Background: an optimization exercise with open tools, aiming at small area. Do not read the settings as production practice. Only simulation tests tie the RTL to the original design; equivalence was not proved.

Setup of JK:
Design simproc_core, start of the top module:
module simproc_core (
    input  wire        clk,
    input  wire        rst,           
    input  wire        has_words,     
    output wire        mem_en,
    output wire        mem_we,
    output wire [14:0] mem_addr,
    output wire [15:0] mem_wdata,
    input  wire [15:0] mem_rdata,
    output reg         halted,
    output reg         faulted,
    output wire [2:0]  fault_cause,
    output wire [15:0] fault_value,
    output wire [15:0] pc,
    output wire [11:0] cycle_count,
    output wire        warn_valid,
    output wire [1:0]  warn_kind,
    output wire [15:0] warn_value,
    input  wire [2:0]  dbg_sel,
    output wire [15:0] dbg_data
);
Size: about 980 cells after synthesis, ~210 flip-flops.
Settings: LEC_CHECK=0, CAP_MARGIN=0, CORE_MARGIN=2, CORE_UTILIZATION=40, CTS_BUF_LIST=sky130_fd_sc_hd__clkbuf_4, CTS_CLUSTER_DIAMETER=60, CTS_CLUSTER_SIZE=8, PLACE_DENSITY=0.6, SLEW_MARGIN=0; clock period 10.0 ns.
run.sh (not shown) runs the stock make flow with config.mk's settings and CLKGATE_MAP_FILE= SYNTH_SCRIPT=/design/flow/synth_recipe.tcl, a recipe that flattens the netlist after the stock synthesis.
[inputs] MS vs JK
==> flow/flow/run.sh (new file) <==
#!/bin/bash
# Layout flow: the standard flow (standard.sh) with these changes:
#  - synthesis: synth_recipe.tcl unchanged (no fsm/share passes, flatten,
#    renaming), but ABC maps with Yosys's default script (delay-first,
#    then area recovery, no buffering/upsizing; see abc_area.tcl) and
#    adders are left to ABC (no full-adder cell extraction);
#  - pass-through and port buffers use the smallest buffer cell;
#  - timing-driven global placement only steers placement: the resizer
#    changes it tries are not kept (GPL_KEEP_OVERFLOW=0); repair_design
#    runs without extra slew/capacitance margins;
#  - clock tree: clkbuf_4 cells in clusters of up to 8 sinks, no dummy loads.
set -euo pipefail
here=$(pwd)
{
  head -n 1 synth_recipe.tcl
  cat flow/abc_area.tcl
  tail -n +2 synth_recipe.tcl
} > my_synth.tcl
bash standard.sh SYNTH_SCRIPT="$here/my_synth.tcl" ADDER_MAP_FILE= \
  BUFFER_PORTS_ARGS="-buffer_cell sky130_fd_sc_hd__buf_1" \
  MIN_BUF_CELL_AND_PORTS="sky130_fd_sc_hd__buf_1 A X" \
  GPL_KEEP_OVERFLOW=0 SLEW_MARGIN=0 CAP_MARGIN=0 \
  CTS_ARGS="-sink_clustering_enable -repair_clock_nets -buf_list sky130_fd_sc_hd__clkbuf_4 -sink_clustering_size 8 -sink_clustering_max_diameter 60 -dont_use_dummy_load" \
  finish > standard.log 2>&1
==> flow/flow/abc_area.tcl (new file) <==
# Map with Yosys's default ABC script (area recovery, no buffering/sizing):
# drop the -script, -constr and -D arguments that ORFS passes.
proc abc {args} {
  set keep {}
  set skip 0
  foreach a $args {
    if { $skip } { set skip 0; continue }
    if { $a eq "-script" || $a eq "-constr" || $a eq "-D" } { set skip 1; continue }
    lappend keep $a
  }
  yosys abc {*}$keep
}
==> flow/standard.sh (new file) <==
#!/bin/bash
# synth_recipe.tcl (not shown) runs the flow's synth.tcl, then flattens the netlist and writes it again
# the make line also repeats each setting of config.mk as NAME=value (left out here)
make -C /OpenROAD-flow-scripts/flow DESIGN_CONFIG=/design/flow/config.mk WORK_HOME=/design/flow/orfs CLKGATE_MAP_FILE= SYNTH_SCRIPT=/design/flow/synth_recipe.tcl "${@:-finish}"
==> flow/config.mk <==
export PLATFORM = sky130hd
export DESIGN_NAME = simproc_core
export DESIGN_NICKNAME = simproc_core
export VERILOG_FILES = /design/flow/design.v
export SDC_FILE = /design/flow/constraint.sdc
export NUM_CORES = 4
export LEC_CHECK = 0
export CAP_MARGIN = 20
export CORE_MARGIN = 2
export CORE_UTILIZATION = 40
export PLACE_DENSITY = 0.6
export SLEW_MARGIN = 20
removed: flow/run.sh
[summary]
Non-clock buffer area fraction after layout: MS vs JK down 7.5 points. Summary: with JK as the reference, post-synthesis cell count in MS moved down by more than 10%. | fill cell total of the finished layout | lower: MS |. MS gives less setup slack than JK did.

==> what the ideal ports hide <==
How much do the figures lean on ideal ports? The routed layouts below were timed once more, with nothing changed but the port constraints. Step 1 sets driving cells, clkbuf_16 on the clock port and buf_2 on the other inputs (assumed; they add their load-dependent delay and slew). Step 2 times the ports against the registers' clock, not the clock port: input delays grow and output delays shrink by t, the midpoint of the rising clock arrivals with the driver on. a / b / c = no drivers / after step 1 / after step 2; a / b = the first two.
run	t, ns	setup WS [ns]	worst hold slack (ns)	worst register clock-pin slew, ns	pins driven straight from the clock port
JK	0.728	0.858 / 0.825 / 0.397	0.339 / 0.339 / 0.339	0.11 / 0.11	1
MS	0.690	0.606 / 0.625 / -0.064	0.319 / 0.319 / 0.319	0.11 / 0.11	1
Met with ideal ports but missed after step 2: setup timing in MS. The setup slack of MS, which loses most, moves by +0.019 ns with the drivers and by -0.670 ns with both steps.
